Context: an optimization exercise on an open-source flow, tuned for small area, a short achievable clock period and few clock cycles per item. The choices shown serve that exercise and are no tape-out recipe.
The RTL was checked by simulation tests, not by an equivalence proof against the original design.

==> inputs of wip/xenon <==
## fst_hash_engine
module fst_hash_engine (
    input  wire        clk,
    input  wire        rst_n,
    input  wire        key_wr,
    input  wire [3:0]  key_addr,
    input  wire [31:0] key_data,
    input  wire        in_valid,
    output wire        in_ready,
    input  wire [31:0] in_data,
    input  wire        in_v4,
    output wire        out_valid,
    input  wire        out_ready,
    output wire [31:0] out_hash
);
==> module fst_hash_engine, before the edit <==
module fst_hash_engine (
    input  wire        clk,
    input  wire        rst_n,
    input  wire        key_wr,
    input  wire [3:0]  key_addr,
    input  wire [31:0] key_data,
    input  wire        in_valid,
    output wire        in_ready,
    input  wire [31:0] in_data,
    input  wire        in_v4,
    output wire        out_valid,
    input  wire        out_ready,
    output wire [31:0] out_hash
);
    reg  [31:0] ring [0:9];
    reg  [9:0]  wsel;
    reg  [9:0]  ph;                  
    reg  [19:0] mask;                
    reg  [31:0] dr;                  
    integer s;
    wire        kw    = key_wr && (key_addr < 4'd10);
    reg  [9:0]  tsel;
    integer t;
    always @(*) begin
        for (s = 0; s < 10; s = s + 1) begin
            tsel[s] = 1'b0;
            for (t = 0; t < 10; t = t + 1)
                tsel[s] = tsel[s] | ((key_addr == t) & ph[(t + 18 - s) % 10]);
        end
    end
    always @(posedge clk) begin
        for (s = 0; s < 10; s = s + 1) begin
            if (wsel[s])
                ring[s] <= (s % 2) ? ~dr : dr;
            else
                ring[s] <= ~ring[(s + 1) % 10];
        end
    end
    always @(posedge clk) begin
        if (!rst_n) begin
            ph   <= 10'd1;
            wsel <= 10'h3FF;
            mask <= 20'd0;
        end else begin
            ph <= {ph[8:0], ph[9]};
            for (s = 0; s < 10; s = s + 1) begin
                wsel[s] <= kw && tsel[s];
            end
            if (key_wr && key_addr == 4'd10)
                mask <= key_data[19:0];
        end
    end
    reg  [3:0]  wc;
    reg  [3:0]  dl;
    reg         v4r;
    reg         rdy;
    reg         dfirst, dlast, pfirst, plast, fin;
    reg  [19:0] preg;                
    reg  [19:0] acc;                 
    reg  [19:0] oreg;
    reg         ov;
    wire        xfer = in_valid && rdy;
    wire        v4e  = (wc == 4'd0) ? in_v4 : v4r;
    wire        w9   = (wc == 4'd9);
    wire        zero_w = v4e && (wc == 4'd0 || wc == 4'd1 || wc == 4'd4 || wc == 4'd5);
    wire        ffff_w = v4e && (wc == 4'd2 || wc == 4'd6);
    wire [31:0] dnorm = w9     ? {in_data[7:0], 24'd0} :
                        zero_w ? 32'd0 :
                        ffff_w ? 32'h0000FFFF : in_data;
    wire [3:0]  wc_n = xfer ? (w9 ? 4'd0 : wc + 4'd1) : wc;
    wire [3:0]  dl_m = (dl == 4'd0 || dl > 4'd9) ? 4'd9 : dl - 4'd1;
    wire [3:0]  dl_n = xfer ? dl : dl_m;
    wire        ov_n = fin ? 1'b1 : (ov && out_ready) ? 1'b0 : ov;
    always @(posedge clk) begin
        dr <= xfer ? dnorm : key_wr ? key_data : 32'd0;
        if (xfer && wc == 4'd0)
            v4r <= in_v4;
    end
    always @(posedge clk) begin
        if (!rst_n) begin
            wc     <= 4'd0;
            dl     <= 4'd0;
            rdy    <= 1'b0;
            dfirst <= 1'b0;
            dlast  <= 1'b0;
            pfirst <= 1'b0;
            plast  <= 1'b0;
            fin    <= 1'b0;
            ov     <= 1'b0;
        end else begin
            wc     <= wc_n;
            dl     <= dl_n;
            rdy    <= (dl_n == 4'd1) && (wc_n != 4'd9 || !ov_n);
            dfirst <= xfer && (wc == 4'd0);
            dlast  <= xfer && w9;
            pfirst <= dfirst;
            plast  <= dlast;
            fin    <= plast;
            ov     <= ov_n;
        end
    end
    wire [50:0] win = {~ring[1][18:0], ring[0]};
    wire [31:0] x;
    genvar gj;
    generate
        for (gj = 0; gj < 32; gj = gj + 1) begin : g_x
            assign x[24 - 8*(gj/8) + (gj%8)] = dr[gj];
        end
    endgenerate
    wire [9:0]  xs = x[9:0] ^ x[19:10];
    wire [18:0] ka = win[18:0] ^ win[28:10];
    wire [18:0] kc = win[38:20] ^ win[28:10];
    reg  [9:0]  kp, kq, kr;
    reg  [19:0] prod;
    integer h, j;
    always @(*) begin
        for (h = 0; h < 10; h = h + 1) begin
            kp[h] = 1'b0;
            kq[h] = 1'b0;
            kr[h] = 1'b0;
            for (j = 0; j < 10; j = j + 1) begin
                kp[h] = kp[h] ^ (xs[j] & win[10 + h + j]);
                kq[h] = kq[h] ^ (x[j] & ka[h + j]);
                kr[h] = kr[h] ^ (x[10 + j] & kc[h + j]);
            end
        end
        for (h = 0; h < 20; h = h + 1) begin
            prod[h] = (h < 10) ? kp[h] ^ kq[h] : kp[h - 10] ^ kr[h - 10];
            for (j = 20; j < 32; j = j + 1)
                prod[h] = prod[h] ^ (x[j] & win[j + h]);
        end
    end
    always @(posedge clk) begin
        preg <= prod;
        acc  <= (pfirst ? 20'd0 : acc) ^ preg;
        if (fin)
            oreg <= acc & mask;
    end
    assign in_ready  = rdy;
    assign out_valid = ov;
    assign out_hash  = {12'd0, oreg};
endmodule
==> flow/config.mk <==
export PLATFORM = sky130hd
export DESIGN_NAME = fst_hash_engine
export DESIGN_NICKNAME = fst_hash_engine
export VERILOG_FILES = /design/flow/design.v
export SDC_FILE = /design/flow/constraint.sdc
export NUM_CORES = 4
export LEC_CHECK = 0
export CAP_MARGIN = 20
export CORE_MARGIN = 2
export CORE_UTILIZATION = 30
export CTS_CLUSTER_DIAMETER = 150
export CTS_CLUSTER_SIZE = 30
export SETUP_SLACK_MARGIN = 3.62
export SLEW_MARGIN = 20
==> flow/constraint.sdc <==
create_clock -name core_clock -period 6.0 [get_ports {clk}]
set_input_delay 1.2000 -clock core_clock [delete_from_list [all_inputs] [get_ports {clk}]]
set_output_delay 1.2000 -clock core_clock [all_outputs]
set_load 0.01 [all_outputs]
standard.sh (not shown) runs the stock make flow with config.mk's settings and CLKGATE_MAP_FILE= SYNTH_SCRIPT=/design/flow/synth_recipe.tcl, a recipe that flattens the netlist after the stock synthesis.
==> flow/flow/run.sh <==
#!/bin/bash
# Layout: the standard flow (standard.sh) unchanged, except that the
# port buffers are plain buf_2 cells instead of the delay buffers that
# buffer_ports picks by default. Every port still gets its own buffer.
set -euo pipefail
bash standard.sh finish "BUFFER_PORTS_ARGS=-buffer_cell sky130_fd_sc_hd__buf_2" > standard.log 2>&1
==> wip/quartz (differences from wip/xenon) <==
==> flow/design.v (replaced) <==
module fst_hash_engine (
    input  wire        clk,
    input  wire        rst_n,
    input  wire        key_wr,
    input  wire [3:0]  key_addr,
    input  wire [31:0] key_data,
    input  wire        in_valid,
    output wire        in_ready,
    input  wire [31:0] in_data,
    input  wire        in_v4,
    output wire        out_valid,
    input  wire        out_ready,
    output wire [31:0] out_hash
);
    reg  [31:0] ring [0:9];
    reg  [9:0]  kv;
    reg  [9:0]  wsel;
    reg  [3:0]  ph;
    reg  [19:0] mask;                
    reg  [31:0] dr;                  
    wire [3:0]  ph_n  = (ph >= 4'd9) ? 4'd0 : ph + 4'd1;
    wire [4:0]  tdiff = {1'b0, key_addr} + 5'd8 - {1'b0, ph};    
    wire [3:0]  tslot = (tdiff >= 5'd10) ? tdiff - 5'd10 : tdiff;
    wire        kw    = key_wr && (key_addr < 4'd10);
    integer s;
    always @(posedge clk) begin
        for (s = 0; s < 10; s = s + 1) begin
            if (wsel[s])
                ring[s] <= (s % 2) ? ~dr : dr;
            else
                ring[s] <= ~ring[(s + 1) % 10];
        end
    end
    always @(posedge clk) begin
        if (!rst_n) begin
            ph   <= 4'd0;
            wsel <= 10'd0;
            kv   <= 10'd0;
            mask <= 20'd0;
        end else begin
            ph <= ph_n;
            for (s = 0; s < 10; s = s + 1) begin
                wsel[s] <= kw && (tslot == s);
                kv[s]   <= wsel[s] | kv[(s + 1) % 10];
            end
            if (key_wr && key_addr == 4'd10)
                mask <= key_data[19:0];
        end
    end
    reg  [3:0]  wc;
    reg  [3:0]  dl;
    reg         v4r;
    reg         rdy;
    reg         dfirst, dlast, fin;
    reg  [19:0] acc;                 
    reg  [19:0] oreg;
    reg         ov;
    wire        xfer = in_valid && rdy;
    wire        v4e  = (wc == 4'd0) ? in_v4 : v4r;
    wire        w9   = (wc == 4'd9);
    wire        zero_w = v4e && (wc == 4'd0 || wc == 4'd1 || wc == 4'd4 || wc == 4'd5);
    wire        ffff_w = v4e && (wc == 4'd2 || wc == 4'd6);
    wire [31:0] dnorm = w9     ? {in_data[7:0], 24'd0} :
                        zero_w ? 32'd0 :
                        ffff_w ? 32'h0000FFFF : in_data;
    wire [3:0]  wc_n = xfer ? (w9 ? 4'd0 : wc + 4'd1) : wc;
    wire [3:0]  dl_m = (dl == 4'd0 || dl > 4'd9) ? 4'd9 : dl - 4'd1;
    wire [3:0]  dl_n = xfer ? dl : dl_m;
    wire        ov_n = fin ? 1'b1 : (ov && out_ready) ? 1'b0 : ov;
    always @(posedge clk) begin
        dr <= xfer ? dnorm : key_wr ? key_data : 32'd0;
        if (xfer && wc == 4'd0)
            v4r <= in_v4;
    end
    always @(posedge clk) begin
        if (!rst_n) begin
            wc     <= 4'd0;
            dl     <= 4'd0;
            rdy    <= 1'b0;
            dfirst <= 1'b0;
            dlast  <= 1'b0;
            fin    <= 1'b0;
            ov     <= 1'b0;
        end else begin
            wc     <= wc_n;
            dl     <= dl_n;
            rdy    <= (dl_n == 4'd1) && (wc_n != 4'd9 || !ov_n);
            dfirst <= xfer && (wc == 4'd0);
            dlast  <= xfer && w9;
            fin    <= dlast;
            ov     <= ov_n;
        end
    end
    wire [50:0] win = {~ring[1][18:0] & {19{kv[1]}}, ring[0] & {32{kv[0]}}};
    reg  [19:0] prod;
    integer h, j;
    always @(*) begin
        for (h = 0; h < 20; h = h + 1) begin
            prod[h] = 1'b0;
            for (j = 0; j < 32; j = j + 1)
                prod[h] = prod[h] ^ (dr[j] & win[43 - 8*(j/8) + (j%8) - (19-h)]);
        end
    end
    always @(posedge clk) begin
        acc <= (dfirst ? 20'd0 : acc) ^ prod;
        if (fin)
            oreg <= acc & mask;
    end
    assign in_ready  = rdy;
    assign out_valid = ov;
    assign out_hash  = {12'd0, oreg};
endmodule
==> flow/run.sh (new file) <==
#!/bin/bash
# synth_recipe.tcl (not shown) runs the flow's synth.tcl, then flattens the netlist and writes it again
# the make line also repeats each setting of config.mk as NAME=value (left out here)
make -C /OpenROAD-flow-scripts/flow DESIGN_CONFIG=/design/flow/config.mk WORK_HOME=/design/flow/orfs CLKGATE_MAP_FILE= SYNTH_SCRIPT=/design/flow/synth_recipe.tcl finish
- CTS_CLUSTER_DIAMETER: 150 -> not set
- CTS_CLUSTER_SIZE: 30 -> not set
- SETUP_SLACK_MARGIN: 3.62 -> not set
removed: flow/flow/run.sh
removed: flow/standard.sh
==> wip/harbor (differences from wip/xenon) <==
--- a/flow/design.v
+++ b/flow/design.v
@@ -13,6 +13,7 @@
     output wire [31:0] out_hash
 );
     reg  [31:0] ring [0:9];
+    reg  [9:0]  kv;
     reg  [9:0]  wsel;
     reg  [9:0]  ph;                  
     reg  [19:0] mask;                
@@ -39,12 +40,14 @@
     always @(posedge clk) begin
         if (!rst_n) begin
             ph   <= 10'd1;
-            wsel <= 10'h3FF;
+            wsel <= 10'd0;
+            kv   <= 10'd0;
             mask <= 20'd0;
         end else begin
             ph <= {ph[8:0], ph[9]};
             for (s = 0; s < 10; s = s + 1) begin
                 wsel[s] <= kw && tsel[s];
+                kv[s]   <= wsel[s] | kv[(s + 1) % 10];
             end
             if (key_wr && key_addr == 4'd10)
                 mask <= key_data[19:0];
@@ -54,8 +57,7 @@
     reg  [3:0]  dl;
     reg         v4r;
     reg         rdy;
-    reg         dfirst, dlast, pfirst, plast, fin;
-    reg  [19:0] preg;                
+    reg         dfirst, dlast, fin;
     reg  [19:0] acc;                 
     reg  [19:0] oreg;
     reg         ov;
@@ -83,8 +85,6 @@
             rdy    <= 1'b0;
             dfirst <= 1'b0;
             dlast  <= 1'b0;
-            pfirst <= 1'b0;
-            plast  <= 1'b0;
             fin    <= 1'b0;
             ov     <= 1'b0;
         end else begin
@@ -93,46 +93,22 @@
             rdy    <= (dl_n == 4'd1) && (wc_n != 4'd9 || !ov_n);
             dfirst <= xfer && (wc == 4'd0);
             dlast  <= xfer && w9;
-            pfirst <= dfirst;
-            plast  <= dlast;
-            fin    <= plast;
+            fin    <= dlast;
             ov     <= ov_n;
         end
     end
-    wire [50:0] win = {~ring[1][18:0], ring[0]};
-    wire [31:0] x;
-    genvar gj;
-    generate
-        for (gj = 0; gj < 32; gj = gj + 1) begin : g_x
-            assign x[24 - 8*(gj/8) + (gj%8)] = dr[gj];
-        end
-    endgenerate
-    wire [9:0]  xs = x[9:0] ^ x[19:10];
-    wire [18:0] ka = win[18:0] ^ win[28:10];
-    wire [18:0] kc = win[38:20] ^ win[28:10];
-    reg  [9:0]  kp, kq, kr;
+    wire [50:0] win = {~ring[1][18:0] & {19{kv[1]}}, ring[0] & {32{kv[0]}}};
     reg  [19:0] prod;
     integer h, j;
     always @(*) begin
-        for (h = 0; h < 10; h = h + 1) begin
-            kp[h] = 1'b0;
-            kq[h] = 1'b0;
-            kr[h] = 1'b0;
-            for (j = 0; j < 10; j = j + 1) begin
-                kp[h] = kp[h] ^ (xs[j] & win[10 + h + j]);
-                kq[h] = kq[h] ^ (x[j] & ka[h + j]);
-                kr[h] = kr[h] ^ (x[10 + j] & kc[h + j]);
-            end
-        end
         for (h = 0; h < 20; h = h + 1) begin
-            prod[h] = (h < 10) ? kp[h] ^ kq[h] : kp[h - 10] ^ kr[h - 10];
-            for (j = 20; j < 32; j = j + 1)
-                prod[h] = prod[h] ^ (x[j] & win[j + h]);
+            prod[h] = 1'b0;
+            for (j = 0; j < 32; j = j + 1)
+                prod[h] = prod[h] ^ (dr[j] & win[43 - 8*(j/8) + (j%8) - (19-h)]);
         end
     end
     always @(posedge clk) begin
-        preg <= prod;
-        acc  <= (pfirst ? 20'd0 : acc) ^ preg;
+        acc <= (dfirst ? 20'd0 : acc) ^ prod;
         if (fin)
             oreg <= acc & mask;
     end
==> flow/run.sh (new file) <==
#!/bin/bash
# synth_recipe.tcl (not shown) runs the flow's synth.tcl, then flattens the netlist and writes it again
# the make line also repeats each setting of config.mk as NAME=value (left out here)
make -C /OpenROAD-flow-scripts/flow DESIGN_CONFIG=/design/flow/config.mk WORK_HOME=/design/flow/orfs CLKGATE_MAP_FILE= SYNTH_SCRIPT=/design/flow/synth_recipe.tcl finish
- CTS_CLUSTER_DIAMETER: 150 -> not set
- CTS_CLUSTER_SIZE: 30 -> not set
- SETUP_SLACK_MARGIN: 3.62 -> 3.2
removed: flow/flow/run.sh
removed: flow/standard.sh
==> qor summary <==
First-pass GRT wire length: wip/xenon 98,800 um; wip/harbor 112,000 um; wip/quartz 108,000 um
Xor and xnor area share after synthesis: wip/xenon 23.5%; wip/harbor 22.9%; wip/quartz 24.1%
Worst-path cell with the longest stage delay: wip/xenon xnor3_2; wip/harbor dfxtp_1; wip/quartz fa_1
Met3 demand-to-capacity share in global routing: wip/xenon 1.58%; wip/harbor 2.55%; wip/quartz 2.99%
Via density per instance: wip/xenon 4.61; wip/harbor 4.76; wip/quartz 4.66
Number of synthesized register bits: wip/xenon 468; wip/harbor 456; wip/quartz 450
Grt met2 use: wip/xenon 25.8%; wip/harbor 28.1%; wip/quartz 27.3%
Run status: wip/xenon finished clean; wip/harbor finished clean; wip/quartz finished clean
Count of buffers added by post-CTS timing repair for setup: wip/xenon 23; wip/harbor 0; wip/quartz 0
Inserted Clock Buffers: wip/xenon 20; wip/harbor 47; wip/quartz 47
Final design instance area without fill: wip/xenon 27,200 sq um; wip/harbor 27,700 sq um; wip/quartz 27,600 sq um
Endpoint of the worst hold path: wip/xenon ring[4][1]; wip/harbor ring[5][5]; wip/quartz ring[3][25]
Final Routed Wirelength: wip/xenon 65,200 um; wip/harbor 74,100 um; wip/quartz 72,300 um
Iteration count of the initial detailed-routing pass: wip/xenon 6; wip/harbor 7; wip/quartz 9
Peak clock frequency supported by timing: wip/xenon 0.423 GHz; wip/harbor 0.360 GHz; wip/quartz 0.287 GHz
Worst-case setup margin in the final layout: wip/xenon 3.63 ns; wip/harbor 3.22 ns; wip/quartz 2.51 ns
Net Sw Frac: wip/xenon 33.9%; wip/harbor 35.5%; wip/quartz 38.3%
Placer's final routability congestion estimate: wip/xenon 0.882; wip/harbor 0.863; wip/quartz 0.866
Total area of multi-input combinational cells: wip/xenon 13,800 sq um; wip/harbor 13,800 sq um; wip/quartz 13,800 sq um
Measured slew at the worst slew-check pin: wip/xenon 0.848 ns; wip/harbor 1.13 ns; wip/quartz 1.32 ns
Testbench counts of wip/xenon, summed over its fixed seeds: cycles 9,671, items 960.
Testbench counts of wip/quartz, summed over its fixed seeds: cycles 9,670, items 960.
Testbench counts of wip/harbor, summed over its fixed seeds: cycles 9,670, items 960.

==> re-timing with driven ports <==
The flow's constraints put no driver on any port. The routed layouts listed below were extracted and timed again, unchanged, in two steps. Step 1 (the two cells are an assumption about what drives the block):
set clk [get_ports {clk}]
set_driving_cell -lib_cell sky130_fd_sc_hd__clkbuf_16 $clk
set_driving_cell -lib_cell sky130_fd_sc_hd__buf_2 [delete_from_list [all_inputs] $clk]
Step 2 times the ports against the registers' clock, not the clock port: input delays grow and output delays shrink by t, the midpoint of the rising clock arrivals with the driver on. Three values: ideal, step 1, step 2; two values: the first two.
run | t (ns) | setup WS [ns] | hold WS [ns] | latest minus earliest clock arrival (ns)
wip/xenon | 0.614 | 3.634 / 3.609 / 3.120 | 0.378 / 0.378 / 0.378 | 0.024 / 0.024
wip/quartz | 0.644 | 2.511 / 2.548 / 1.904 | 0.392 / 0.392 / 0.392 | 0.017 / 0.016
wip/harbor | 0.647 | 3.223 / 3.200 / 2.771 | 0.397 / 0.397 / 0.397 | 0.017 / 0.017
After both steps every run listed still meets setup and hold. For wip/quartz, which loses most, drivers alone change the setup slack by +0.037 ns; drivers and shift together by -0.607 ns.
